Context: an optimization exercise on an open-source flow, tuned for small area, a short achievable clock period and few clock cycles. The choices shown serve that exercise and are no tape-out recipe. Where RTL was checked, it was by simulation tests only, not by an equivalence proof against the original. Function not checked in run 1: the RTL went through the layout flow alone. Power figures rest on the tool's default switching activity, not on a simulated workload.

`design.v`:
```
module pcx2sms_step #(
    parameter NC = 2
) (
    input  wire              act,         
    input  wire [8*2*NC-1:0] vb,          
    input  wire [2*NC:0]     agt,         
    input  wire              pend_mk,     
    input  wire [5:0]        pend_len,
    input  wire [5:0]        sl_cursor,
    input  wire [5:0]        w6,
    input  wire              decode,      
    input  wire [7:0]        run_value,
    input  wire [5:0]        run_length,
    output reg               trunc,       
    output reg  [4:0]        k,           
    output wire              refill,      
    output reg               split,       
    output reg  [5:0]        split_len,
    output reg               any_code,    
    output reg  [7:0]        last_val,    
    output reg  [5:0]        last_len,
    output reg               overrun,     
    output reg               row_end,     
    output reg  [5:0]        cur,         
    output reg  [7:0]        pre_val,     
    output reg  [5:0]        pre_len,
    output reg  [5:0]        pre_cur,
    output reg  [NC-1:0]     em,          
    output reg  [7*NC-1:0]   em_e,        
    output reg  [8*NC-1:0]   em_v         
);
    localparam NB = 2 * NC;
    reg         a, pm, cpl;
    reg  [7:0]  ba, bb;
    reg  [5:0]  c_len;
    reg  [7:0]  c_val;
    reg  [1:0]  nb;
    reg  [6:0]  e_end;
    integer i;
    always @(*) begin
        trunc = 1'b0; k = 5'd0; split = 1'b0; split_len = 6'd0;
        any_code = 1'b0; last_val = run_value; last_len = run_length;
        overrun = 1'b0; row_end = 1'b0; cur = sl_cursor;
        pre_val = run_value; pre_len = run_length; pre_cur = sl_cursor;
        em = {NC{1'b0}}; em_e = {7*NC{1'b0}}; em_v = {8*NC{1'b0}};
        a = act; pm = pend_mk;
        for (i = 0; i < NC; i = i + 1) begin
            ba = vb[8*k +: 8];
            bb = (k + 1 < NB) ? vb[8*(k+1) +: 8] : 8'd0;
            cpl = 1'b0; nb = 2'd0; c_len = pend_len; c_val = ba;
            if (a) begin
                if (!agt[k]) begin
                    if (i == 0) trunc = 1'b1;
                    a = 1'b0;
                end else if (pm) begin
                    cpl = 1'b1; nb = 2'd1;
                end else if (ba[7:6] != 2'b11) begin
                    cpl = 1'b1; nb = 2'd1; c_len = 6'd1;
                end else if (agt[k + 1]) begin
                    cpl = 1'b1; nb = 2'd2; c_len = ba[5:0]; c_val = bb;
                end else begin
                    nb = 2'd1;
                end
            end
            e_end = {1'b0, cur} + {1'b0, c_len};
            if (a && i > 0 && cpl && !decode && e_end > {1'b0, w6})
                a = 1'b0;
            if (a) begin
                pre_val = last_val; pre_len = last_len; pre_cur = cur;
                k = k + {3'd0, nb};
                pm = 1'b0;
                if (!cpl) begin
                    split = 1'b1; split_len = ba[5:0];
                    a = 1'b0;
                end else begin
                    any_code = 1'b1; last_val = c_val; last_len = c_len;
                    if (decode) begin
                        a = 1'b0;
                    end else if (e_end > {1'b0, w6}) begin
                        overrun = 1'b1;
                        a = 1'b0;
                    end else begin
                        em[i] = 1'b1;
                        em_e[7*i +: 7] = e_end;
                        em_v[8*i +: 8] = c_val;
                        cur = e_end[5:0];
                        if (e_end[5:0] == w6) begin
                            row_end = 1'b1;
                            a = 1'b0;
                        end
                    end
                end
                if (!agt[k])
                    a = 1'b0;
            end
        end
    end
    assign refill = (k != 5'd0) && !agt[k];
endmodule
module pcx2sms_core (
    input  wire         clk,
    input  wire         rst,
    input  wire         host_we,
    input  wire [3:0]   host_addr,
    input  wire [31:0]  host_wdata,
    output reg  [31:0]  host_rdata,
    input  wire [1:0]   buf_sel,
    input  wire [6:0]   buf_idx,
    output reg  [7:0]   buf_rdata,
    output wire         sr_req,
    input  wire         sr_ack,
    input  wire         sr_err,
    input  wire [4:0]   sr_n,
    input  wire [127:0] sr_data
);
    localparam NC = 2;           
    localparam NB = 2 * NC;      
    localparam ST_IDLE = 2'd0, ST_READY = 2'd1, ST_BUSY = 2'd2, ST_ERROR = 2'd3;
    localparam C_NOP = 4'd0, C_START = 4'd1, C_PACK = 4'd2, C_DECODE = 4'd3, C_FILL = 4'd4;
    localparam E_TRUNC = 4'd1, E_OVERRUN = 4'd2, E_DIM = 4'd3, E_IO = 4'd4,
               E_SEQ = 4'd5, E_ILLEGAL = 4'd6;
    localparam MD_DECODE = 2'd0, MD_FILL = 2'd1, MD_PACK = 2'd2;
    reg  [1:0]  state;
    reg         cmd_ignored;
    reg  [3:0]  err_code;
    reg  [31:0] err_offset;      
    reg  [31:0] width_reg;
    reg  [31:0] w_latched;
    reg  [31:0] in_offset;
    reg  [31:0] refill_count;
    reg  [4:0]  in_cursor;
    reg  [4:0]  in_filled;
    reg  [4:0]  w_avail;         
    reg         eos;
    reg  [7:0]  run_value;
    reg  [5:0]  run_length;
    reg  [5:0]  sl_cursor;
    reg         rd_pend;         
    reg         need;            
    reg  [1:0]  mode;
    reg         copy;            
    reg  [2:0]  row;
    reg         pend_mk;         
    reg  [5:0]  pend_len;
    reg         ovr_pend;        
    reg  [7:0]  sh_value;        
    reg  [5:0]  sh_length;       
    reg  [5:0]  sh_cursor;
    reg  [127:0]  win;
    reg  [255:0]  scan;
    reg  [1023:0] tile;
    wire [5:0]  w6 = w_latched[5:0];
    wire        wreg_legal = (width_reg[31:6] == 26'd0) && (width_reg[2:0] == 3'd0) &&
                             (width_reg[5:0] != 6'd0) && (width_reg[5:0] <= 6'd32);
    wire        ctrl_wr  = host_we && (host_addr == 4'd0);
    wire [3:0]  cmd      = host_wdata[3:0];
    wire        illegal  = (host_wdata[31:4] != 28'd0) || (cmd >= 4'd5);
    wire        start_ok = ctrl_wr && !illegal && (cmd == C_START) && (state != ST_BUSY);
    wire        start_rd = start_ok && wreg_legal;
    wire        busy   = (state == ST_BUSY);
    wire        run    = busy && need && !ovr_pend && !copy;
    wire        decode = (mode == MD_DECODE);
    reg  [8*NB-1:0] wv;
    reg  [NB:0]     wagt;
    reg  [8*NB-1:0] sv;
    reg  [NB:0]     sagt;
    integer j;
    always @(*) begin
        for (j = 0; j < NB; j = j + 1) begin
            wv[8*j +: 8] = win[{in_cursor[3:0] + j[3:0], 3'b000} +: 8];
            sv[8*j +: 8] = sr_data[8*j +: 8];
        end
        for (j = 0; j <= NB; j = j + 1) begin
            wagt[j] = (w_avail > j);
            sagt[j] = (sr_n > j);
        end
    end
    wire        w_trunc, w_refill, w_split, w_any, w_overrun, w_row_end;
    wire [4:0]  w_k;
    wire [5:0]  w_split_len, w_last_len, w_cur, w_pre_len, w_pre_cur;
    wire [7:0]  w_last_val, w_pre_val;
    wire [NC-1:0]   w_em;
    wire [7*NC-1:0] w_em_e;
    wire [8*NC-1:0] w_em_v;
    pcx2sms_step #(.NC(NC)) step_w (
        .act(run && !rd_pend), .vb(wv), .agt(wagt), .pend_mk(pend_mk), .pend_len(pend_len),
        .sl_cursor(sl_cursor), .w6(w6), .decode(decode),
        .run_value(run_value), .run_length(run_length),
        .trunc(w_trunc), .k(w_k), .refill(w_refill), .split(w_split), .split_len(w_split_len),
        .any_code(w_any), .last_val(w_last_val), .last_len(w_last_len),
        .overrun(w_overrun), .row_end(w_row_end), .cur(w_cur),
        .pre_val(w_pre_val), .pre_len(w_pre_len), .pre_cur(w_pre_cur),
        .em(w_em), .em_e(w_em_e), .em_v(w_em_v));
    wire        s_trunc, s_refill, s_split, s_any, s_overrun, s_row_end;
    wire [4:0]  s_k;
    wire [5:0]  s_split_len, s_last_len, s_cur, s_pre_len, s_pre_cur;
    wire [7:0]  s_last_val, s_pre_val;
    wire [NC-1:0]   s_em;
    wire [7*NC-1:0] s_em_e;
    wire [8*NC-1:0] s_em_v;
    pcx2sms_step #(.NC(NC)) step_s (
        .act(run && rd_pend), .vb(sv), .agt(sagt), .pend_mk(pend_mk), .pend_len(pend_len),
        .sl_cursor(sl_cursor), .w6(w6), .decode(decode),
        .run_value(run_value), .run_length(run_length),
        .trunc(s_trunc), .k(s_k), .refill(s_refill), .split(s_split), .split_len(s_split_len),
        .any_code(s_any), .last_val(s_last_val), .last_len(s_last_len),
        .overrun(s_overrun), .row_end(s_row_end), .cur(s_cur),
        .pre_val(s_pre_val), .pre_len(s_pre_len), .pre_cur(s_pre_cur),
        .em(s_em), .em_e(s_em_e), .em_v(s_em_v));
    wire        tk       = !rd_pend || sr_ack;
    wire        trunc    = tk && (rd_pend ? s_trunc : w_trunc);
    wire [4:0]  k        = tk ? (rd_pend ? s_k : w_k) : 5'd0;
    wire        refill   = tk && (rd_pend ? s_refill : w_refill);
    wire        split    = tk && (rd_pend ? s_split : w_split);
    wire [5:0]  split_len= rd_pend ? s_split_len: w_split_len;
    wire        any_code = tk && (rd_pend ? s_any : w_any);
    wire [7:0]  last_val = rd_pend ? s_last_val : w_last_val;
    wire [5:0]  last_len = rd_pend ? s_last_len : w_last_len;
    wire        overrun  = tk && (rd_pend ? s_overrun : w_overrun);
    wire        row_end  = tk && (rd_pend ? s_row_end : w_row_end);
    wire [5:0]  cur      = rd_pend ? s_cur      : w_cur;
    wire [7:0]  pre_val  = rd_pend ? s_pre_val  : w_pre_val;
    wire [5:0]  pre_len  = rd_pend ? s_pre_len  : w_pre_len;
    wire [5:0]  pre_cur  = rd_pend ? s_pre_cur  : w_pre_cur;
    wire [NC-1:0]   em   = {NC{tk}} & (rd_pend ? s_em : w_em);
    wire [7*NC-1:0] em_e = rd_pend ? s_em_e     : w_em_e;
    wire [8*NC-1:0] em_v = rd_pend ? s_em_v     : w_em_v;
    wire        rd_now   = busy && (rd_pend || w_refill);
    assign sr_req = rd_now || start_rd;
    wire        ans      = rd_now && sr_ack;                 
    wire        ans_err  = ans && sr_err;
    wire        cp_step  = busy && need && copy;
    wire [3:0]  scan_lo  = scan[{sl_cursor[4:0], 3'b000} +: 4];
    wire        cp_end   = (sl_cursor + 6'd1 == w6);
    wire        r_end    = row_end || (cp_step && cp_end);
    wire        fin      = (any_code && decode) ||
                           (row_end && (mode == MD_FILL || row == 3'd7));
    wire [3:0]  off_lo   = {1'b0, in_offset[2:0]} + {1'b0, k[2:0]};    
    wire [28:0] off_hi1  = in_offset[31:3] + 29'd1;
    wire [31:0] off_next = {off_lo[3] ? off_hi1 : in_offset[31:3], off_lo[2:0]};
    wire        pend_nx  = rd_pend ? (!sr_ack || refill) : (w_refill && !sr_ack);
    reg  [31:0] wmask;
    reg  [7:0]  pval [0:31];
    reg         lt_prev, lt_cur;
    integer x, r, p, i;
    always @(*)
        for (x = 0; x < 32; x = x + 1) begin
            wmask[x] = 1'b0; pval[x] = 8'd0;
            lt_prev = (x < sl_cursor);
            for (i = 0; i < NC; i = i + 1) begin
                lt_cur = (x < em_e[7*i +: 7]);
                if (em[i] && lt_cur && !lt_prev) begin
                    wmask[x] = 1'b1;
                    pval[x]  = pval[x] | em_v[8*i +: 8];
                end
                lt_prev = lt_cur;
            end
            if (cp_step && x == sl_cursor) begin
                wmask[x] = 1'b1;
                pval[x]  = {4'd0, scan_lo};
            end
        end
    always @(posedge clk) begin
        if (rst) begin
            state        <= ST_IDLE;
            cmd_ignored  <= 1'b0;
            err_code     <= 4'd0;
            err_offset   <= 32'd0;
            width_reg    <= 32'd0;
            w_latched    <= 32'd0;
            in_offset    <= 32'd0;
            refill_count <= 32'd0;
            in_cursor    <= 5'd0;
            in_filled    <= 5'd0;
            w_avail      <= 5'd0;
            eos          <= 1'b0;
            run_value    <= 8'd0;
            run_length   <= 6'd0;
            sl_cursor    <= 6'd0;
            rd_pend      <= 1'b0;
            need         <= 1'b0;
            mode         <= MD_DECODE;
            copy         <= 1'b0;
            row          <= 3'd0;
            pend_mk      <= 1'b0;
            pend_len     <= 6'd0;
            ovr_pend     <= 1'b0;
            sh_value     <= 8'd0;
            sh_length    <= 6'd0;
            sh_cursor    <= 6'd0;
        end else begin
            if (host_we && host_addr == 4'd2)
                width_reg <= host_wdata;
            if (ctrl_wr) begin
                if (state == ST_BUSY) begin
                    cmd_ignored <= 1'b1;
                end else if (state == ST_ERROR && (illegal || (cmd != C_NOP && cmd != C_START))) begin
                    cmd_ignored <= 1'b1;
                end else if (illegal) begin
                    err_code   <= E_ILLEGAL;
                    err_offset <= in_offset;
                    state      <= ST_ERROR;
                end else if (state == ST_IDLE && cmd != C_NOP && cmd != C_START) begin
                    err_code   <= E_SEQ;
                    err_offset <= in_offset;
                    state      <= ST_ERROR;
                end else begin
                    case (cmd)
                        C_START: begin
                            err_code     <= wreg_legal ? 4'd0 : E_DIM;
                            err_offset   <= 32'd0;
                            cmd_ignored  <= 1'b0;
                            in_cursor    <= 5'd0;
                            in_filled    <= 5'd0;
                            w_avail      <= 5'd0;
                            eos          <= 1'b0;
                            in_offset    <= 32'd0;
                            refill_count <= wreg_legal ? 32'd1 : 32'd0;
                            run_value    <= 8'd0;
                            run_length   <= 6'd0;
                            sl_cursor    <= wreg_legal ? width_reg[5:0] : 6'd0;
                            w_latched    <= width_reg;
                            state        <= wreg_legal ? ST_BUSY : ST_ERROR;
                            rd_pend      <= wreg_legal;
                            need         <= 1'b0;
                            pend_mk      <= 1'b0;
                            ovr_pend     <= 1'b0;
                            sh_value     <= 8'd0;
                            sh_length    <= 6'd0;
                            sh_cursor    <= width_reg[5:0];
                            if (wreg_legal && sr_ack) begin
                                rd_pend <= 1'b0;
                                if (sr_err) begin
                                    err_code <= E_IO;
                                    state    <= ST_ERROR;
                                end else begin
                                    win       <= sr_data;
                                    in_filled <= sr_n;
                                    w_avail   <= sr_n;
                                    eos       <= (sr_n == 5'd0);
                                    state     <= ST_READY;
                                end
                            end
                        end
                        C_PACK: begin
                            state     <= ST_BUSY;
                            need      <= 1'b1;
                            mode      <= MD_PACK;
                            row       <= 3'd0;
                            copy      <= (sl_cursor != w6);
                            if (sl_cursor == w6)
                                sl_cursor <= 6'd0;
                        end
                        C_DECODE: begin
                            state <= ST_BUSY;
                            need  <= 1'b1;
                            mode  <= MD_DECODE;
                        end
                        C_FILL: begin
                            state     <= ST_BUSY;
                            need      <= 1'b1;
                            mode      <= MD_FILL;
                            copy      <= 1'b0;
                            sl_cursor <= 6'd0;
                        end
                        default: ;   
                    endcase
                end
            end
            if (busy) begin
                if (refill)
                    refill_count <= refill_count + 32'd1;
                if (ans_err) begin
                    err_code   <= E_IO;
                    state      <= ST_ERROR;
                    rd_pend    <= 1'b0;
                    if (rd_pend) begin
                        err_offset <= in_offset;
                        run_value  <= sh_value;
                        run_length <= sh_length;
                        sl_cursor  <= sh_cursor;
                    end else begin
                        err_offset <= off_next;
                        in_offset  <= off_next;
                        in_cursor  <= in_filled;
                        w_avail    <= 5'd0;
                        run_value  <= w_pre_val;
                        run_length <= w_pre_len;
                        sl_cursor  <= w_pre_cur;
                    end
                end else begin
                    if (ans) begin
                        win       <= sr_data;
                        in_filled <= sr_n;
                        eos       <= (sr_n == 5'd0);
                    end
                    if (ans && !rd_pend) begin
                        in_cursor <= 5'd0;
                        w_avail   <= sr_n;
                    end else if (ans) begin
                        in_cursor <= k;
                        w_avail   <= sr_n - k;
                    end else if (k != 5'd0) begin
                        in_cursor <= in_cursor + k;
                        w_avail   <= w_avail - k;
                    end
                    in_offset <= off_next;
                    if (refill) begin
                        sh_value  <= pre_val;
                        sh_length <= pre_len;
                        sh_cursor <= pre_cur;
                    end
                    if (split) begin
                        pend_mk  <= 1'b1;
                        pend_len <= split_len;
                    end else if (any_code) begin
                        pend_mk  <= 1'b0;
                    end
                    if (any_code) begin
                        run_value  <= last_val;
                        run_length <= last_len;
                    end
                    if (overrun)     
                        err_offset <= pend_mk ? in_offset - 32'd1 : in_offset;   
                    rd_pend <= pend_nx;
                    if ((ans && ovr_pend) || (overrun && !pend_nx)) begin
                        err_code <= E_OVERRUN;
                        state    <= ST_ERROR;
                    end else if (trunc) begin
                        err_code   <= E_TRUNC;
                        err_offset <= in_offset;
                        state      <= ST_ERROR;
                    end else if (overrun) begin
                        ovr_pend <= 1'b1;
                    end else begin
                        if (fin)
                            need <= 1'b0;
                        if (cp_step)
                            sl_cursor <= sl_cursor + 6'd1;
                        else if (em[0])
                            sl_cursor <= cur;
                        if (r_end) begin
                            if (mode == MD_FILL) begin
                                sl_cursor <= 6'd0;
                            end else if (row != 3'd7) begin
                                sl_cursor <= 6'd0;
                                row       <= row + 3'd1;
                                copy      <= 1'b0;
                            end
                        end
                        if (!pend_nx && (!need || fin))
                            state <= ST_READY;
                    end
                end
            end
        end
    end
    wire we_scan = !cp_step && !overrun;
    wire we_tile = (mode == MD_PACK) && !overrun;
    always @(posedge clk) begin
        for (x = 0; x < 32; x = x + 1) begin
            if (we_scan && wmask[x])
                scan[8*x +: 8] <= pval[x];
            for (r = 0; r < 8; r = r + 1)
                if (we_tile && wmask[x] && row == r)
                    for (p = 0; p < 4; p = p + 1)
                        tile[8*((x/8)*32 + r*4 + p) + 7 - (x%8)] <= pval[x][p];
        end
    end
    always @(*) begin
        case (host_addr)
            4'd1:    host_rdata = {24'd0, err_code, 1'b0, cmd_ignored, state};
            4'd2:    host_rdata = width_reg;
            4'd3:    host_rdata = w_latched;
            4'd4:    host_rdata = in_offset;
            4'd5:    host_rdata = {eos, 10'd0, in_filled, 11'd0, in_cursor};
            4'd6:    host_rdata = {18'd0, run_length, run_value};
            4'd7:    host_rdata = {26'd0, sl_cursor};
            4'd8:    host_rdata = (state == ST_ERROR) ? err_offset : 32'd0;
            4'd9:    host_rdata = refill_count;
            default: host_rdata = 32'd0;
        endcase
    end
    always @(*) begin
        case (buf_sel)
            2'd0:    buf_rdata = win[{buf_idx[3:0], 3'b000} +: 8];
            2'd1:    buf_rdata = scan[{buf_idx[4:0], 3'b000} +: 8];
            2'd2:    buf_rdata = tile[{buf_idx, 3'b000} +: 8];
            default: buf_rdata = 8'd0;
        endcase
    end
endmodule
```
`run.sh`:
```
#!/bin/bash
# synth_recipe.tcl (not shown) runs the flow's synth.tcl, then flattens the netlist and writes it again
# the make line also repeats each setting of config.mk as NAME=value (left out here)
make -C /OpenROAD-flow-scripts/flow DESIGN_CONFIG=/design/flow/config.mk WORK_HOME=/design/flow/orfs CLKGATE_MAP_FILE= SYNTH_SCRIPT=/design/flow/synth_recipe.tcl finish
```
`config.mk`:
```
export PLATFORM = sky130hd
export DESIGN_NAME = pcx2sms_core
export DESIGN_NICKNAME = pcx2sms_core
export VERILOG_FILES = /design/flow/design.v
export SDC_FILE = /design/flow/constraint.sdc
export NUM_CORES = 4
export LEC_CHECK = 0
export CAP_MARGIN = 20
export CORE_MARGIN = 2
export CORE_UTILIZATION = 40
export SLEW_MARGIN = 20
```
`constraint.sdc`:
```
create_clock -name core_clock -period 8.0 [get_ports {clk}]
set_input_delay 1.6000 -clock core_clock [delete_from_list [all_inputs] [get_ports {clk}]]
set_output_delay 1.6000 -clock core_clock [all_outputs]
set_load 0.01 [all_outputs]
```
==> notes.md, run 1 <==
- Setup repair after global routing could not meet its margin everywhere.
- The critical path ends at sr_req.
- The HPWL after detailed placement is 230600 µm.
- The worst path in the final design needs a cycle of approximately 11 ns, including I/O delays and setup.
- The setup slack of the critical path after layout is -2.919 ns.
- The fraction of power spent switching nets is between 20 and 25%.
- The average size of a mapped cell is about 13 µm².
- For this run the aggregate overflow at the end of global routing stands at 0.
- The peak fanout along the critical path is 8.
- For this run, the share of the core covered by cells in the final layout is around half.
- Summing all placed instances gives a cell area of 0.1016 mm².
- The synthesized-area fraction occupied by and/or/nand/nor cells is approximately a tenth.
- Synthesis inferred roughly 1600 register bits.
- The number of vias per cell is ~6.3.
- The via count of the first global-routing pass came to between 60000 and 70000.
- The number of enable flip-flop cells after synthesis is 1408.
- The area enclosed by the die boundary is ~0.22 mm².
- The run finished, with violations left.
- The cell class contributing the biggest share of worst-path delay is compound AO/OA/AOI/OAI gates.
- Across the VDD grid, the largest voltage drop is 222.2 µV.
- The final clock period utilization by the worst path is 136.5%.
- On the final layout, the worst clock skew is roughly 0.068 ns.
- The worst setup path is captured at a primary output.
- The flip-flop cell with the highest count after synthesis is edfxtp_1.
- The number of CTS-inserted buffers is 177.
- The most common cell after layout, fill and taps aside is edfxtp_1.
- The largest single stage delay on the critical path is ~0.55 ns.
- The overall die width is 467.2 µm.
- In the layout the commonest cells are 1408 x edfxtp_1, 1126 x buf_4, 733 x nand2_1.
- The post-synthesis adder-cell area fraction is 1.397%.
- The synthesized netlist occupies a cell area of 0.08582 mm².
- The reg-to-reg critical path startpoint is in_cursor[0].
- Summing the areas of all compound-gate instances in the mapped netlist gives around 11% of the synthesized area.
- After layout, the design draws a total of 18.71 mW.
- In this run the tool buffered the top-level ports with roughly 220 buffer cells.
- Timing analysis after detailed placement gives a worst setup slack of -3.380 ns.
- The CTS tree is done.
- For the worst setup path, the data required time is 6.40 ns.
- After clock tree synthesis, the clock-pin slew on the worst setup and hold paths is 0.06 ns.
- The critical path starts at in_cursor[0].
- Counting every instance in the synthesized netlist gives ~6500.
- The area of the core region is 0.2140 mm².
- The critical path in this run is classified as flip-flop to primary output.
- The overall track demand over capacity in global routing is between 20% and 30%.
- The routability congestion estimate is about 1.
- In this design, the critical path's most frequently occurring cell is a21oi_2.
- The count of non-filler cells in the finished layout is between 10000 and 15000.
- The tree is rooted in a clkbuf_16.
- In this run the deepest clock path goes through 3 buffers.
- Entering global routing, the biggest net connects approximately 70 pins.
- The worst slew margin relative to its limit is a little under a fifth.
- The violated checks flagged are negative setup slack.
- The highest attainable clock frequency is between 0.09 and 0.1 GHz.
- The H-tree generated during clock tree synthesis spans 4 levels.
- The worst-case reg-to-reg path depth is 52.
- The number of flip-flops under the largest register name is between 1000 and 1500.
- The wire length per cell after detailed routing is ~30 µm.
- The later pin in the worst-skew pair is clocked with a latency of a little under 0.9 ns.
- Across all register-to-register paths, the minimum setup slack is -2.73 ns.
- The number of antenna violations at the first check in global routing is 14.
- The count of final max-slew check failures is 0.
- In this run, flip-flops and latches consume just under 50% of the power.
- Per report_power, the combinational group accounts for around 5.2% of the total.
- The routed layout has 67174 vias.
- The number of buffers and inverters on the critical path is 4.
- After synthesis, the largest family of logic cells by area is multiplexers.
- For this design the top-level I/O count stands at about 220.
- The startpoint kind of the worst setup timing path is a flip-flop.
- Clock tree synthesis found a total of ~1600 sinks.
- The power density over the cells is between 150 and 200 mW/mm².
- The slowest cell on the critical path is mux4_2.
- The number of warnings printed during yosys synthesis is 3.
- Counting the fill cells in the layout gives 18368.
- The reg-to-reg endpoint is in_offset[26].
- The fraction of layout cells with a size suffix above 1 is between 30 and 40%.
- The first global-routing pass estimated between 400000 and 500000 µm of wire.
- The sequential-to-total area share from yosys stat is about 55%.
- The number of DRC violations after detailed-routing iteration 0 is around 9000.
- Setup violations remaining at the end of the flow were counted as about 2900.
- The largest registers in the layout are tile: 1024 flops, scan: 256 flops, win: 128 flops.
- The hold slack is approximately 0.46 ns.
- The switching power is about 4.2 mW.
- The number of nets in the synthesized netlist is between 6000 and 7000.
- The startpoint identified for the worst hold timing path is w_latched[18].
- The register with the most flip-flops in the final layout is tile.
- The total negative slack is -4906.56 ns.
- The die extent in y is roughly 470 µm.
- The worst hold path belongs to the class flip-flop to flip-flop.
- The combined flip-flop and latch cell area is about 0.047 mm².
- The effective utilization at floorplan is between 40% and 50%.
- The critical path depth is 38.
- The area added between synthesis and finish is 27.17%.
- For the pin with the worst max-slew slack, the measured transition is ~1.2 ns.
- The number of antenna-violating nets in the routed design is 0.
- Summed over all layers, the routed wires come to around 320000 µm.
- At the worst endpoint, the arrival time is between 9 and 10 ns.
- The number of rows created at floorplan is between 150 and 200.
- After Yosys synthesis, XOR and XNOR cells account for less than 1% of the synthesized area.
- In the final layout, the multi-input gates occupy 0.03898 mm².
- The number of hold-repair buffers added at the cts stage is 0.
- Across the run, the number of max-cap violations was 0.
- The number of iterations in the first detailed-routing pass is 8.
- The number of nets in the layout is roughly 7900.
- In this run the static leakage power is around 33 nW.
- Counting distinct cell types in the post-synthesis netlist gives roughly 110.
- After detailed routing, the number of remaining DRC violations is 0.
- After synthesis, the share of flip-flops with an asynchronous set or reset is 0%.
- After synthesis, the share of cell area in mux cells is 19.42%.
- Cell internal power was estimated by the tool at 14.53 mW.
- The fraction of power consumed by the clock network is 45.3%.
- The final count of hold timing violations is 0.
- Counting tap cells, the placed design contains a total of just over 10000 instances.
- The post-route cell area is ~0.11 mm².
worst min-delay path: stages (launching register included):
cell     delay [ns]
dfxtp_1        0.31
nand2_1        0.05
a21oi_1        0.05
cell families (layout without fill, tap and decap cells):
logic type	Yosys count	in the layout
AND/OR/NAND/NOR	1840	1841
flip-flops	1647	1647
AO/OA/AOI/OAI	1383	1383
multiplexers	849	849
buffers and inverters	643	1917
adder cells (fa/ha/maj)	90	90
XOR/XNOR	81	81
other	0	2
per-layer routing:
metal  track usage (%)  routed length (µm)  part of all wire, %  vias to the layer above
li1                  -                   -                    -                    28297
met5                 0                  98                0.030                        -
met3             5.933               32160                   10                      763
met4             12.71               16200                  5.0                       14
met1             39.09              125800                   39                    33959
met2             45.41              147900                   46                     4141
area by class of cell:
class,count,share of cell area (%)
clock buffers,213,4.229
clock inverters,111,1.246
repair buffers,1484,12.03
inverters,109,0.3829
multi-input cells,4244,35.71
flip-flops and latches,1647,43.14
diodes,2,0.004586
well taps,2838,3.254
cell usage after synthesis, drive strengths merged (106+ instances only):
library cell / number / area, µm²
edfxtp: 1408 / 42280
nand2: 762 / 2860
mux4: 638 / 14380
nor2: 560 / 2250
clkbuf: 390 / 1464
a21oi: 315 / 1577
o21ai: 241 / 1214
dfxtp: 239 / 4785
o22ai: 154 / 975.9
buf: 144 / 701.9
mux2: 143 / 1610
o221ai: 142 / 1244
nand3: 128 / 650.6
inv: 106 / 397.9
power by group through the flow:
stage	Clock [mW]	Sequential, mW	Combinational, mW
2_1_floorplan	0	9.46	0.461
3_3_place_gp	0	9.45	0.950
3_5_place_dp	0	9.45	0.955
4_1_cts	8.60	9.26	0.959
5_1_grt	8.93	9.26	1.01
6_report	8.48	9.27	0.968
worst min-delay path by stage:
stage                    end  slack [ns]  depth (start not counted)
6_report       w_latched[18]        0.46                          2
5_1_grt         w_latched[9]        0.47                          2
4_1_cts         w_latched[7]        0.46                          2
3_5_place_dp   run_length[1]        0.45                          2
3_3_place_gp    w_latched[9]        0.44                          2
2_1_floorplan    err_code[3]        0.41                          2
what timing repair did:
| item | 4_1_cts | 5_1_grt |
|---|---|---|
| gates cloned | 3 | 1 |
| resized for setup | 136 | 95 |
| pin swaps | 82 | 56 |
| endpoints found under the setup margin | 2861 | 2861 |
| endpoints found under the hold margin | 0 | 0 |
| setup buffers | 46 | 21 |
==> run 2, diff against run 1 <==
--- a/design.v
+++ b/design.v
@@ -7,13 +7,13 @@
     input  wire              pend_mk,     
     input  wire [5:0]        pend_len,
     input  wire [5:0]        sl_cursor,
-    input  wire [5:0]        w6,
+    input  wire [5:0]        sl_left,     
     input  wire              decode,      
     input  wire [7:0]        run_value,
     input  wire [5:0]        run_length,
     output reg               trunc,       
-    output reg  [4:0]        k,           
-    output wire              refill,      
+    output reg  [2*NC:0]     kpos,        
+    output reg               refill,      
     output reg               split,       
     output reg  [5:0]        split_len,
     output reg               any_code,    
@@ -22,80 +22,86 @@
     output reg               overrun,     
     output reg               row_end,     
     output reg  [5:0]        cur,         
+    output reg  [5:0]        left,        
     output reg  [7:0]        pre_val,     
     output reg  [5:0]        pre_len,
     output reg  [5:0]        pre_cur,
+    output reg  [5:0]        pre_left,
     output reg  [NC-1:0]     em,          
     output reg  [7*NC-1:0]   em_e,        
     output reg  [8*NC-1:0]   em_v         
 );
     localparam NB = 2 * NC;
-    reg         a, pm, cpl;
+    reg         a, pm, cpl, av1, av2, mk;
     reg  [7:0]  ba, bb;
     reg  [5:0]  c_len;
     reg  [7:0]  c_val;
-    reg  [1:0]  nb;
+    reg         two;
     reg  [6:0]  e_end;
-    integer i;
+    integer i, j;
     always @(*) begin
-        trunc = 1'b0; k = 5'd0; split = 1'b0; split_len = 6'd0;
+        trunc = 1'b0; split = 1'b0; split_len = 6'd0; refill = 1'b0;
         any_code = 1'b0; last_val = run_value; last_len = run_length;
-        overrun = 1'b0; row_end = 1'b0; cur = sl_cursor;
-        pre_val = run_value; pre_len = run_length; pre_cur = sl_cursor;
+        overrun = 1'b0; row_end = 1'b0; cur = sl_cursor; left = sl_left;
+        pre_val = run_value; pre_len = run_length; pre_cur = sl_cursor; pre_left = sl_left;
         em = {NC{1'b0}}; em_e = {7*NC{1'b0}}; em_v = {8*NC{1'b0}};
+        kpos = {{(NB){1'b0}}, 1'b1};
         a = act; pm = pend_mk;
         for (i = 0; i < NC; i = i + 1) begin
-            ba = vb[8*k +: 8];
-            bb = (k + 1 < NB) ? vb[8*(k+1) +: 8] : 8'd0;
-            cpl = 1'b0; nb = 2'd0; c_len = pend_len; c_val = ba;
-            if (a) begin
-                if (!agt[k]) begin
-                    if (i == 0) trunc = 1'b1;
-                    a = 1'b0;
-                end else if (pm) begin
-                    cpl = 1'b1; nb = 2'd1;
-                end else if (ba[7:6] != 2'b11) begin
-                    cpl = 1'b1; nb = 2'd1; c_len = 6'd1;
-                end else if (agt[k + 1]) begin
-                    cpl = 1'b1; nb = 2'd2; c_len = ba[5:0]; c_val = bb;
-                end else begin
-                    nb = 2'd1;
+            ba = 8'd0; bb = 8'd0; av1 = 1'b0; av2 = 1'b0;
+            for (j = 0; j <= NB; j = j + 1)
+                if (kpos[j]) begin
+                    if (j < NB)     ba = vb[8*j +: 8];
+                    if (j + 1 < NB) bb = vb[8*(j+1) +: 8];
+                    av1 = agt[j];
+                    if (j + 1 <= NB) av2 = agt[j+1];
                 end
-            end
+            mk    = (ba[7:6] == 2'b11) && !pm;
+            cpl   = pm || !mk || av2;
+            two   = mk && av2;
+            c_len = pm ? pend_len : (mk ? ba[5:0] : 6'd1);
+            c_val = two ? bb : ba;
             e_end = {1'b0, cur} + {1'b0, c_len};
-            if (a && i > 0 && cpl && !decode && e_end > {1'b0, w6})
-                a = 1'b0;
             if (a) begin
-                pre_val = last_val; pre_len = last_len; pre_cur = cur;
-                k = k + {3'd0, nb};
-                pm = 1'b0;
-                if (!cpl) begin
-                    split = 1'b1; split_len = ba[5:0];
+                if (!av1) begin
+                    if (i == 0) trunc = 1'b1;
+                    a = 1'b0;
+                end else if (i > 0 && cpl && !decode && c_len > left) begin
                     a = 1'b0;
                 end else begin
-                    any_code = 1'b1; last_val = c_val; last_len = c_len;
-                    if (decode) begin
-                        a = 1'b0;
-                    end else if (e_end > {1'b0, w6}) begin
-                        overrun = 1'b1;
+                    pre_val = last_val; pre_len = last_len; pre_cur = cur; pre_left = left;
+                    kpos = two ? (kpos << 2) : (kpos << 1);
+                    pm = 1'b0;
+                    if (!cpl) begin
+                        split = 1'b1; split_len = ba[5:0];
                         a = 1'b0;
                     end else begin
-                        em[i] = 1'b1;
-                        em_e[7*i +: 7] = e_end;
-                        em_v[8*i +: 8] = c_val;
-                        cur = e_end[5:0];
-                        if (e_end[5:0] == w6) begin
-                            row_end = 1'b1;
+                        any_code = 1'b1; last_val = c_val; last_len = c_len;
+                        if (decode) begin
                             a = 1'b0;
+                        end else if (c_len > left) begin
+                            overrun = 1'b1;
+                            a = 1'b0;
+                        end else begin
+                            em[i] = 1'b1;
+                            em_e[7*i +: 7] = e_end;
+                            em_v[8*i +: 8] = c_val;
+                            cur  = e_end[5:0];
+                            left = left - c_len;
+                            if (c_len == pre_left) begin
+                                row_end = 1'b1;
+                                a = 1'b0;
+                            end
                         end
                     end
+                    if ((kpos & ~agt) != {(NB+1){1'b0}}) begin
+                        refill = 1'b1;
+                        a = 1'b0;
+                    end
                 end
-                if (!agt[k])
-                    a = 1'b0;
             end
         end
     end
-    assign refill = (k != 5'd0) && !agt[k];
 endmodule
 module pcx2sms_core (
     input  wire         clk,
@@ -135,6 +141,8 @@
     reg  [7:0]  run_value;
     reg  [5:0]  run_length;
     reg  [5:0]  sl_cursor;
+    reg  [5:0]  sl_left;         
+    reg  [5:0]  sh_left;
     reg         rd_pend;         
     reg         need;            
     reg  [1:0]  mode;
@@ -176,40 +184,47 @@
         end
     end
     wire        w_trunc, w_refill, w_split, w_any, w_overrun, w_row_end;
-    wire [4:0]  w_k;
-    wire [5:0]  w_split_len, w_last_len, w_cur, w_pre_len, w_pre_cur;
+    wire [NB:0] w_kpos;
+    wire [5:0]  w_split_len, w_last_len, w_cur, w_pre_len, w_pre_cur, w_left, w_pre_left;
     wire [7:0]  w_last_val, w_pre_val;
     wire [NC-1:0]   w_em;
     wire [7*NC-1:0] w_em_e;
     wire [8*NC-1:0] w_em_v;
     pcx2sms_step #(.NC(NC)) step_w (
         .act(run && !rd_pend), .vb(wv), .agt(wagt), .pend_mk(pend_mk), .pend_len(pend_len),
-        .sl_cursor(sl_cursor), .w6(w6), .decode(decode),
+        .sl_cursor(sl_cursor), .sl_left(sl_left), .decode(decode),
         .run_value(run_value), .run_length(run_length),
-        .trunc(w_trunc), .k(w_k), .refill(w_refill), .split(w_split), .split_len(w_split_len),
+        .trunc(w_trunc), .kpos(w_kpos), .refill(w_refill), .split(w_split), .split_len(w_split_len),
         .any_code(w_any), .last_val(w_last_val), .last_len(w_last_len),
-        .overrun(w_overrun), .row_end(w_row_end), .cur(w_cur),
-        .pre_val(w_pre_val), .pre_len(w_pre_len), .pre_cur(w_pre_cur),
+        .overrun(w_overrun), .row_end(w_row_end), .cur(w_cur), .left(w_left),
+        .pre_val(w_pre_val), .pre_len(w_pre_len), .pre_cur(w_pre_cur), .pre_left(w_pre_left),
         .em(w_em), .em_e(w_em_e), .em_v(w_em_v));
     wire        s_trunc, s_refill, s_split, s_any, s_overrun, s_row_end;
-    wire [4:0]  s_k;
-    wire [5:0]  s_split_len, s_last_len, s_cur, s_pre_len, s_pre_cur;
+    wire [NB:0] s_kpos;
+    wire [5:0]  s_split_len, s_last_len, s_cur, s_pre_len, s_pre_cur, s_left, s_pre_left;
     wire [7:0]  s_last_val, s_pre_val;
     wire [NC-1:0]   s_em;
     wire [7*NC-1:0] s_em_e;
     wire [8*NC-1:0] s_em_v;
     pcx2sms_step #(.NC(NC)) step_s (
         .act(run && rd_pend), .vb(sv), .agt(sagt), .pend_mk(pend_mk), .pend_len(pend_len),
-        .sl_cursor(sl_cursor), .w6(w6), .decode(decode),
+        .sl_cursor(sl_cursor), .sl_left(sl_left), .decode(decode),
         .run_value(run_value), .run_length(run_length),
-        .trunc(s_trunc), .k(s_k), .refill(s_refill), .split(s_split), .split_len(s_split_len),
+        .trunc(s_trunc), .kpos(s_kpos), .refill(s_refill), .split(s_split), .split_len(s_split_len),
         .any_code(s_any), .last_val(s_last_val), .last_len(s_last_len),
-        .overrun(s_overrun), .row_end(s_row_end), .cur(s_cur),
-        .pre_val(s_pre_val), .pre_len(s_pre_len), .pre_cur(s_pre_cur),
+        .overrun(s_overrun), .row_end(s_row_end), .cur(s_cur), .left(s_left),
+        .pre_val(s_pre_val), .pre_len(s_pre_len), .pre_cur(s_pre_cur), .pre_left(s_pre_left),
         .em(s_em), .em_e(s_em_e), .em_v(s_em_v));
     wire        tk       = !rd_pend || sr_ack;
     wire        trunc    = tk && (rd_pend ? s_trunc : w_trunc);
-    wire [4:0]  k        = tk ? (rd_pend ? s_k : w_k) : 5'd0;
+    wire [NB:0] kpos     = rd_pend ? s_kpos : w_kpos;
+    reg  [4:0]  k_raw;
+    always @(*) begin
+        k_raw = 5'd0;
+        for (j = 1; j <= NB; j = j + 1)
+            if (kpos[j]) k_raw = k_raw | j[4:0];
+    end
+    wire [4:0]  k        = tk ? k_raw : 5'd0;
     wire        refill   = tk && (rd_pend ? s_refill : w_refill);
     wire        split    = tk && (rd_pend ? s_split : w_split);
     wire [5:0]  split_len= rd_pend ? s_split_len: w_split_len;
@@ -219,6 +234,8 @@
     wire        overrun  = tk && (rd_pend ? s_overrun : w_overrun);
     wire        row_end  = tk && (rd_pend ? s_row_end : w_row_end);
     wire [5:0]  cur      = rd_pend ? s_cur      : w_cur;
+    wire [5:0]  left     = rd_pend ? s_left     : w_left;
+    wire [5:0]  pre_left = rd_pend ? s_pre_left : w_pre_left;
     wire [7:0]  pre_val  = rd_pend ? s_pre_val  : w_pre_val;
     wire [5:0]  pre_len  = rd_pend ? s_pre_len  : w_pre_len;
     wire [5:0]  pre_cur  = rd_pend ? s_pre_cur  : w_pre_cur;
@@ -277,6 +294,8 @@
             run_value    <= 8'd0;
             run_length   <= 6'd0;
             sl_cursor    <= 6'd0;
+            sl_left      <= 6'd0;
+            sh_left      <= 6'd0;
             rd_pend      <= 1'b0;
             need         <= 1'b0;
             mode         <= MD_DECODE;
@@ -319,6 +338,7 @@
                             run_value    <= 8'd0;
                             run_length   <= 6'd0;
                             sl_cursor    <= wreg_legal ? width_reg[5:0] : 6'd0;
+                            sl_left      <= 6'd0;
                             w_latched    <= width_reg;
                             state        <= wreg_legal ? ST_BUSY : ST_ERROR;
                             rd_pend      <= wreg_legal;
@@ -328,6 +348,7 @@
                             sh_value     <= 8'd0;
                             sh_length    <= 6'd0;
                             sh_cursor    <= width_reg[5:0];
+                            sh_left      <= 6'd0;
                             if (wreg_legal && sr_ack) begin
                                 rd_pend <= 1'b0;
                                 if (sr_err) begin
@@ -348,6 +369,7 @@
                             mode      <= MD_PACK;
                             row       <= 3'd0;
                             copy      <= (sl_cursor != w6);
+                            sl_left   <= w6;
                             if (sl_cursor == w6)
                                 sl_cursor <= 6'd0;
                         end
@@ -362,6 +384,7 @@
                             mode      <= MD_FILL;
                             copy      <= 1'b0;
                             sl_cursor <= 6'd0;
+                            sl_left   <= w6;
                         end
                         default: ;   
                     endcase
@@ -379,6 +402,7 @@
                         run_value  <= sh_value;
                         run_length <= sh_length;
                         sl_cursor  <= sh_cursor;
+                        sl_left    <= sh_left;
                     end else begin
                         err_offset <= off_next;
                         in_offset  <= off_next;
@@ -387,6 +411,7 @@
                         run_value  <= w_pre_val;
                         run_length <= w_pre_len;
                         sl_cursor  <= w_pre_cur;
+                        sl_left    <= w_pre_left;
                     end
                 end else begin
                     if (ans) begin
@@ -409,6 +434,7 @@
                         sh_value  <= pre_val;
                         sh_length <= pre_len;
                         sh_cursor <= pre_cur;
+                        sh_left   <= pre_left;
                     end
                     if (split) begin
                         pend_mk  <= 1'b1;
@@ -435,15 +461,20 @@
                     end else begin
                         if (fin)
                             need <= 1'b0;
-                        if (cp_step)
+                        if (cp_step) begin
                             sl_cursor <= sl_cursor + 6'd1;
-                        else if (em[0])
+                            sl_left   <= sl_left - 6'd1;
+                        end else if (em[0]) begin
                             sl_cursor <= cur;
+                            sl_left   <= left;
+                        end
                         if (r_end) begin
                             if (mode == MD_FILL) begin
                                 sl_cursor <= 6'd0;
+                                sl_left   <= w6;
                             end else if (row != 3'd7) begin
                                 sl_cursor <= 6'd0;
+                                sl_left   <= w6;
                                 row       <= row + 3'd1;
                                 copy      <= 1'b0;
                             end
==> run 2 against run 1 <==
  * First-iteration DRC count increased by 3.9%
  * Global-route usage fell by 0.30 points
  * Largest power group unchanged
  * Still fails the layout checks on negative setup slack
  * Highest routed layer unchanged
  * Largest cell class unchanged
  * Sequential power increased by 1%
  * Setup slack better by 2.9 ns
  * Die area up 2.7%
  * Synthesized cell count increased by 5.4%
==> notes.md, run 2 <==
- The total overflow left after global routing is 0.
- TritonCTS created approximately 180 clock buffers.
- Counting instances in the post-synthesis netlist gives the leading cell types as 1408 x edfxtp_1, 719 x nand2_1, 628 x mux4_2.
- The flip-flop cell with the highest count after synthesis is edfxtp_1.
- By area the synthesized netlist is led by edfxtp_1 48%, mux4_2 16%, dfxtp_1 5.7%.
- The CTS tree is done.
- After detailed routing, the average wire length per cell comes to 30.71 µm.
- The analysis attributes to cell leakage a power of approximately 33 nW.
- The setup slack of the critical path after layout is -0.03908 ns.
- The number of antenna-violating nets in the routed design is 0.
- The total vias in the final route is just under 70000.
- The sequential-to-total area share from yosys stat is around 54%.
- For the worst setup path, the data arrival time is ~6.4 ns.
- Global routing used about 29% of the available tracks across all layers.
- The worst hold path belongs to the class flip-flop to flip-flop.
- The fraction of layout cells with a size suffix above 1 is around 29%.
- For this configuration, the core starts out at a cell density of 40.21%.
- Setup repair after global routing could not meet its margin everywhere.
- The count of final max-slew check failures is 0.
- The area added between synthesis and finish is 21.67%.
- Before CTS, the worst setup slack after placement is -0.7654 ns.
- Input and output buffers added on the ports amount to roughly 220.
- Measured along the x axis, the die boundary spans about 470 µm.
- Tracing the worst setup path back leads to its startpoint at in_cursor[0].
- Power spread over the standard cell area amounts to approximately 180 mW/mm².
- The first global-routing pass estimated around 470000 µm of wire.
- For this run, the detailed router's first-pass iteration total came to 8.
- After floorplanning, the core was divided into roughly 170 placement rows.
- No sink is reached through more buffers than the 3 on the longest clock path.
- The number of cells on the worst reg-to-reg path is 37.
- The area of the core region is 0.2193 mm².
- The CTS clock-pin slew for the worst setup and hold paths is 0.06 ns.
- The largest net degree at the start of global routing is between 100 and 150.
- The DRC violation count after routing is 0.
- Summed over all nets, the half-perimeter wirelength after detailed placement is between 200000 and 250000 µm.
- The average size of a mapped cell is ~13 µm².
- The area enclosed by the die boundary is approximately 0.22 mm².
- The number of nets in the layout is 7964.
- The post-place instance area is ~0.1 mm².
- The die extent in y is 473.5 µm.
- Counting flops with an async set or reset pin after synthesis yields a share of 0%.
- The register with the most flip-flops in the layout has 1024 of them.
- The routed wire length is roughly 330000 µm.
- The clock sink count is 1659.
- The post-synthesis instance total is slightly below 7000.
- In the final timing run, aggregate negative setup slack is -0.06468 ns.
- The most common cell in the synthesized netlist is edfxtp_1.
- With fillers left out, the area of the finished cells amounts to around 0.11 mm².
- The post-synthesis cell type count is around 110.
- The flow ran to the end, but the layout failed its checks.
- Derived from the worst setup path, the maximum achievable clock frequency is 0.1244 GHz.
- The required arrival time at the worst endpoint is around 6.4 ns.
- The worst path uses 100.5% of the clock period.
- Leaving out fill and tap cells, the most frequent cell in the layout is edfxtp_1.
- The number of enable flip-flop cells after synthesis is between 1000 and 1500.
- The max-capacitance violation count is 0.
- The completed layout was analyzed and its total power is 19.18 mW.
- The number of hold buffers added after CTS was 0.
- Ranked by flip-flop count, first place goes to tile.
- The detailed router finished its first iteration with about 9400 violations.
- The startpoint kind of the worst setup timing path is a flip-flop.
- The setup skew after layout is approximately 0.076 ns.
- about 220 I/O pins were placed.
- The root buffer cell chosen for the clock tree is clkbuf_16.
- Counting I/O delays and the setup requirement, the final critical path takes between 8 and 9 ns.
- The number of levels in the clock H-tree is 4.
- The number of antenna violations at the first check in global routing is 8.
- The count of state elements after synthesis is 1659.
- The portion of synthesized cell area occupied by the leading cell type is between 40% and 50%.
- The via count of the first global-routing pass came to between 60000 and 70000.
- Of all nets on the critical path, the largest fanout is 6.
- In this run the cell area of the synthesized design comes to slightly below 0.09 mm².
- The largest vdd supply drop is about 210 µV.
- The worst register-to-register path ends at in_offset[30].
- In this run the layout check failures are negative setup slack.
- Across all register-to-register paths, the minimum setup slack is -0.03 ns.
- Routability-driven placement finished with a final weighted congestion of about 0.99.
- In the layout the commonest cells are 1408 x edfxtp_1, 914 x buf_4, 713 x nand2_1.
- The end point of the critical path is sr_req.
- edfxtp_1 takes more of the synthesized area than any other cell.
- Setup violations remaining at the end of the flow were counted as 2.
- Headroom to the max-slew limit came out at between 15 and 20%.
- The final count of hold timing violations was 0.
- At the pin with the least slew margin, the transition time is about 1.2 ns.
- The number of warnings printed during yosys synthesis is 3.
- After detailed routing, the number of vias per cell comes to around 6.4.
- The worst setup path is captured at a primary output.
- The largest registers in the layout are tile: 1024 flops, scan: 256 flops, win: 128 flops.
- By startpoint and endpoint, the worst setup path is classified as flip-flop to primary output.
- The later-pin clock latency in the skew report is 0.86 ns.
- The reg-to-reg critical path startpoint is in_cursor[0].
- The fill cell instance count of the final layout is between 15000 and 20000.
- The number of nets in the synthesized netlist is ~7200.
run 2: worst min-delay path by stage:
stage                  startpoint  cells after the start             to  slack [ns]
floorplan             pend_len[0]                      2    pend_len[0]        0.43
global placement    w_latched[25]                      2  w_latched[25]        0.44
detailed placement    pend_len[3]                      2    pend_len[3]        0.44
CTS                   pend_len[3]                      2    pend_len[3]        0.45
global route          pend_len[3]                      2    pend_len[3]        0.46
finish              w_latched[13]                      2  w_latched[13]        0.45
run 2: cell type report:
type	instances	area (µm²)	area share, %
sequential	1659	47320	44.11
multi-input combinational	4505	39020	36.37
timing repair buffer	1228	10850	10.12
clock buffer	222	4690	4.372
tap	2871	3592	3.349
clock inverter	102	1334	1.243
inverter	121	461.7	0.4304
antenna	1	2.502	0.002333
run 2: logic make-up (layout without fill, tap and decap cells):
logic type | count (synthesis) | after routing | share of synthesized area [%]
AO/OA/AOI/OAI | 1538 | 1538 | 12.06
XOR/XNOR | 87 | 87 | 0.8940
adder cells (fa/ha/maj) | 90 | 90 | 1.379
buffers and inverters | 719 | 1673 | 3.247
flip-flops | 1659 | 1659 | 53.65
multiplexers | 864 | 864 | 19.05
other | 0 | 1 | 0
AND/OR/NAND/NOR | 1926 | 1926 | 9.719
run 2: worst max-delay path: stages (launching register included):
cell and delay (ns):
dfxtp_4 0.47, buf_12 0.17, mux4_2 0.54, mux4_2 0.55, o21a_1 0.26, ha_4 0.18, fa_2 0.38, nor2b_4 0.13
o21a_1 0.13, o21a_1 0.19, o21a_4 0.18, nand2_8 0.07, nor2_4 0.13, a21oi_2 0.04, ha_2 0.19, fa_2 0.36
nor2b_2 0.13, o21ai_2 0.07, a21oi_2 0.16, a2111oi_2 0.05, buf_4 0.22, buf_6 0.12, a2111oi_4 0.24, buf_4 0.20
o32ai_4 0.10, o21ai_2 0.18, buf_2 0.16
run 2: what timing repair did:
action | CTS | global route
endpoints found under the setup margin | 164 | 1074
pin swaps | 11 | 38
cloned | 1 | 0
buffers inserted | 12 | 23
gates resized for setup | 24 | 138
run 2: routing by layer:
layer | routed length, µm | GRT usage, % | up-vias
met1 | 129600 | 39.24 | 35059
met4 | 15260 | 12.01 | 6
met5 | 47 | 0 | -
met3 | 31360 | 4.917 | 699
li1 | - | - | 29018
met2 | 152600 | 45.24 | 4282
run 2: where the power goes:
part           internal (mW)  total, mW  switching (mW)
clock network           4.88       8.50            3.62
registers               9.30       9.36          0.0513
logic                  0.598       1.33           0.730
run 2: stage by stage:
stage | util (%) | cells | hold WS [ns]
6_report | 48.92 | 10709 | 0.4493
4_1_cts | 48.56 | 10687 | 0.4504
3_3_place_gp | 45.73 | 10352 | 0.4375
3_5_place_dp | 45.73 | 10352 | 0.4423
2_1_floorplan | - | 6883 | 0.4312
5_1_grt | 48.92 | 10708 | 0.4643
Testbench counts of run 2, summed over its fixed seeds: cycles 5,667.

==> re-timing with driven ports <==
In the flow no input, the clock included, has a driving cell. The finished layouts below were timed again as built, in two steps.
Step 1 (the two cells are an assumption about what drives the block):
set clk [get_ports {clk}]
set_driving_cell -lib_cell sky130_fd_sc_hd__clkbuf_16 $clk
set_driving_cell -lib_cell sky130_fd_sc_hd__buf_2 [delete_from_list [all_inputs] $clk]
Step 2 adds t to the input delays and takes it off the output delays; t is the mean of the earliest and latest rising clock arrival at the registers after step 1. Input paths then give back, and output paths get back, about the clock's delay inside the block.
a / b / c = ideal / step 1 / step 2; a / b = the first two.
run | shift t [ns] | slack for setup (ns) | hold slack, ns | latest minus earliest clock arrival (ns) | cell pins on the clock port's net
run 1 | 0.944 | -2.919 / -3.017 / -3.205 | 0.457 / 0.457 / 0.457 | 0.069 / 0.069 | 1
run 2 | 0.910 | -0.039 / -0.130 / -0.738 | 0.449 / 0.449 / 0.449 | 0.076 / 0.075 | 1
For run 2, which loses most, drivers alone change the setup slack by -0.091 ns; drivers and shift together by -0.699 ns.
